This design comes from an exercise in tuning for small area, a short achievable clock period and few clock cycles per item on the open sky130 flow, not from production work. Only simulation tests tie the RTL to the original design; equivalence was not proved. Power and IR drop assume default switching activity.

// tcp_engine
module tcp_engine #(
    parameter N = 8                        
) (
    input  wire        clk,
    input  wire        rst,
    input  wire        cmd_valid,
    output reg         cmd_ready,
    input  wire [1:0]  cmd_op,             
    input  wire [31:0] cmd_local_addr,
    input  wire [31:0] cmd_remote_addr,
    input  wire [15:0] cmd_local_port,
    input  wire [15:0] cmd_remote_port,
    input  wire [3:0]  cmd_flags,          
    input  wire [31:0] cmd_seq,
    input  wire [31:0] cmd_ackno,
    input  wire [31:0] cmd_iss,
    output reg         rsp_valid,
    input  wire        rsp_ready,
    output reg  [3:0]  rsp_status,
    output reg         rsp_created,
    output reg  [3:0]  rsp_state,
    output reg  [31:0] rsp_seq,
    output reg  [31:0] rsp_ackno,
    output reg         tx_valid,
    input  wire        tx_ready,
    output reg  [31:0] tx_data,
    output reg         tx_last
);
    localparam OP_GOC = 2'd0, OP_SEG = 2'd1, OP_CLOSE = 2'd2, OP_TIMEOUT = 2'd3;
    localparam ST_OK        = 4'h0, ST_OK_REPLY  = 4'h1, ST_NOMATCH = 4'h2,
               ST_VIOLATION = 4'h3, ST_TABLE_FULL = 4'h7;
    localparam S_CLOSED = 4'd0, S_LISTEN = 4'd1, S_SYNSENT = 4'd2, S_SYNRCVD = 4'd3,
               S_ESTAB = 4'd4, S_FINWAIT1 = 4'd5, S_FINWAIT2 = 4'd6, S_CLOSEWAIT = 4'd7,
               S_CLOSING = 4'd8, S_LASTACK = 4'd9, S_TIMEWAIT = 4'd10;
    integer i;
    reg  [N-1:0]   vld;
    reg  [95:0]    e_key [0:N-1];
    reg  [3:0]     e_st  [0:N-1];
    reg  [31:0]    e_seq [0:N-1];
    reg  [31:0]    e_ack [0:N-1];
    reg         l_full;
    reg         l_go;                      
    reg  [1:0]  c_op;
    reg  [31:0] c_laddr, c_raddr;
    reg  [15:0] c_lport, c_rport;
    reg  [3:0]  c_flags;
    reg  [31:0] c_seq;
    reg  [31:0] c_sv;                      
    wire [95:0] c_key = {c_laddr, c_raddr, c_rport, c_lport};
    wire f_syn = c_flags[3];
    wire f_ack = c_flags[2];
  ...
export LEC_CHECK = 0
export ABC_AREA = 1
export CAP_MARGIN = 20
export CORE_MARGIN = 2
export CORE_UTILIZATION = 60
export CTS_CLUSTER_DIAMETER = 100
export CTS_CLUSTER_SIZE = 20
export PLACE_DENSITY = 0.75
export SLEW_MARGIN = 20
create_clock -name core_clock -period 14.0 [get_ports {clk}]
standard.sh (not shown) runs the stock make flow with config.mk's settings and CLKGATE_MAP_FILE= SYNTH_SCRIPT=/design/flow/synth_recipe.tcl, a recipe that flattens the netlist after the stock synthesis.
==> flow/flow/run.sh <==
#!/bin/bash
# The standard ORFS layout (the standard.sh, unchanged synthesis), with
# repair_timing aiming well below the clock period so that the layout is
# optimised for speed, and plain buf_1 cells as the port buffers. Make's full
# output goes to make_finish.log (each tool's own log is under orfs/logs/).
set -uo pipefail
bash standard.sh SETUP_SLACK_MARGIN=9.9 \
  "BUFFER_PORTS_ARGS=-buffer_cell sky130_fd_sc_hd__buf_1" finish > make_finish.log 2>&1
The first run completed with no timing, DRC or antenna violations.
Testbench counts at the start, summed over its fixed seeds: cycles 13,962, items 4,800.
==> next run, changes <==
--- a/flow/flow/run.sh
+++ b/flow/flow/run.sh
@@ -6,3 +6,3 @@
 set -uo pipefail
-bash standard.sh SETUP_SLACK_MARGIN=9.9 \
+bash standard.sh SETUP_SLACK_MARGIN=10.1 \
   "BUFFER_PORTS_ARGS=-buffer_cell sky130_fd_sc_hd__buf_1" finish > make_finish.log 2>&1
Result: Design area rose by 2.9%; count of clock-buffer cells in the layout rose by 25; sequential power is about the same; register-to-register slack degrades by 180 ps; synthesized area does not change; global-route usage is about the same; die area is unchanged; flip-flop and latch count does not change; wire length rose by 2.7%; sequential share of layout area fell by 1.7 points; maximum frequency rose by 1.1%.

Another version of the RTL of tcp_engine (not shown whole).
For scale: about 310 I/O pins, ~0.085 mm^2 of cells after synthesis.
export LEC_CHECK = 0
export CAP_MARGIN = 20
export CORE_MARGIN = 2
export CORE_UTILIZATION = 60
export CTS_CLUSTER_DIAMETER = 100
export CTS_CLUSTER_SIZE = 20
export PLACE_DENSITY = 0.75
export SLEW_MARGIN = 20
create_clock -name core_clock -period 14.0 [get_ports {clk}]
==> flow/flow/run.sh <==
#!/bin/bash
# The standard ORFS layout (the standard.sh, unchanged synthesis), with
# repair_timing aiming well below the clock period so that the layout is
# optimised for speed, and plain buf_1 cells as the port buffers. Make's full
# output goes to make_finish.log (each tool's own log is under orfs/logs/).
set -uo pipefail
bash standard.sh SETUP_SLACK_MARGIN=9.7 \
  "BUFFER_PORTS_ARGS=-buffer_cell sky130_fd_sc_hd__buf_1" finish > make_finish.log 2>&1
The starting point finished with timing, DRC and antenna clean.
Testbench counts at the start, summed over its fixed seeds: cycles 13,962, items 4,800.
Edit:
--- a/flow/flow/run.sh
+++ b/flow/flow/run.sh
@@ -5,4 +5,4 @@
 # output goes to make_finish.log (each tool's own log is under orfs/logs/).
 set -uo pipefail
-bash standard.sh SETUP_SLACK_MARGIN=9.7 \
+bash standard.sh SETUP_SLACK_MARGIN=9.6 \
   "BUFFER_PORTS_ARGS=-buffer_cell sky130_fd_sc_hd__buf_1" finish > make_finish.log 2>&1
Global-route usage falls by 0.67 points.
Utilization falls by 0.43 points.
Synthesized area is unchanged.
Maximum frequency falls by about 1.2%.
Count of clock-buffer cells in the layout stays the same.
Final area falls by about 0.6%.
Total power is about the same.
Combinational power stays flat.
Via count falls by 1.1%.

## v10
RTL: one of the versions met above, not the one the previous note started from.
For scale: roughly 7000 cells after synthesis, ~310 I/O pins.
## tcp_engine
module tcp_engine #(
    parameter N = 8                        
) (
    input  wire        clk,
    input  wire        rst,
    input  wire        cmd_valid,
    output reg         cmd_ready,
    input  wire [1:0]  cmd_op,             
    input  wire [31:0] cmd_local_addr,
    input  wire [31:0] cmd_remote_addr,
    input  wire [15:0] cmd_local_port,
    input  wire [15:0] cmd_remote_port,
    input  wire [3:0]  cmd_flags,          
    input  wire [31:0] cmd_seq,
    input  wire [31:0] cmd_ackno,
    input  wire [31:0] cmd_iss,
    output reg         rsp_valid,
    input  wire        rsp_ready,
    output reg  [3:0]  rsp_status,
    output reg         rsp_created,
    output reg  [3:0]  rsp_state,
    output reg  [31:0] rsp_seq,
    output reg  [31:0] rsp_ackno,
    output reg         tx_valid,
    input  wire        tx_ready,
    output reg  [31:0] tx_data,
    output reg         tx_last
);
export LEC_CHECK = 0
export ABC_AREA = 1
export CAP_MARGIN = 20
export CORE_MARGIN = 2
export CORE_UTILIZATION = 65
export CTS_CLUSTER_DIAMETER = 100
export CTS_CLUSTER_SIZE = 20
export PLACE_DENSITY = 0.8
export SLEW_MARGIN = 20
create_clock -name core_clock -period 14.0 [get_ports {clk}]
==> flow/flow/run.sh <==
#!/bin/bash
# The standard ORFS layout (the standard.sh, unchanged synthesis), with
# repair_timing aiming well below the clock period so that the layout is
# optimised for speed, and plain buf_1 cells as the port buffers. Make's full
# output goes to make_finish.log (each tool's own log is under orfs/logs/).
set -uo pipefail
bash standard.sh SETUP_SLACK_MARGIN=9.9 \
  "BUFFER_PORTS_ARGS=-buffer_cell sky130_fd_sc_hd__buf_1" finish > make_finish.log 2>&1
Testbench counts of v10, summed over its fixed seeds: cycles 13,962, items 4,800.
[inputs] v31 vs v10
Settings: changing CORE_UTILIZATION from 65 to 60; changing PLACE_DENSITY from 0.8 to 0.75; removing ABC_AREA (formerly 1).
==> notes.md <==
v31: done, clean on timing, DRC and antenna
Post-route cell area: v31 vs v10, no meaningful difference
| hold buffer count at cts | v31 vs v10 | ≈ equal |
Endpoint of the worst setup timing path: tx_data[30] -> v10, rsp_seq[26] -> v31
Between v10 and v31, the difference in footprint of the flip-flops and latches is negligible.
Diff v10 -> v31: setup slack grew by 24 ps, count of final setup violators held steady, power in combinational cells -62%.

==> re-timing with driven ports <==
How much do the figures lean on ideal ports? The routed layouts below were timed once more, with nothing changed but the port constraints. Step 1, drivers: a clkbuf_16 drives clk and a buf_2 each remaining input, both assumed. Step 2 adds t to the input delays and takes it off the output delays; t is the mean of the earliest and latest rising clock arrival at the registers after step 1. Input paths then give back, and output paths get back, about the clock's delay inside the block. a / b / c = ideal ports / drivers / drivers and shift; a / b = the first two.
run | shift t [ns] | slack for setup (ns) | worst setup path after step 2 | worst data-port slew with drivers (ns)
the first run of note 1 | 0.869 | 9.591 / 9.503 / 8.875 | input to register | 0.11
the second run of note 1 | 0.854 | 9.639 / 9.618 / 8.840 | input to register | 0.08
the first run of note 2 | 0.853 | 9.516 / 9.516 / 8.932 | input to register | 0.14
the second run of note 2 | 0.846 | 9.460 / 9.460 / 8.889 | input to register | 0.12
v10 | 0.881 | 9.551 / 9.551 / 8.921 | input to register | 0.09
v31 | 0.861 | 9.575 / 9.487 / 9.005 | input to register | 0.10
After both steps setup and hold are still met in every run listed. The setup slack of the second run of note 1, which loses most, moves by -0.021 ns with the drivers and by -0.799 ns with both steps.
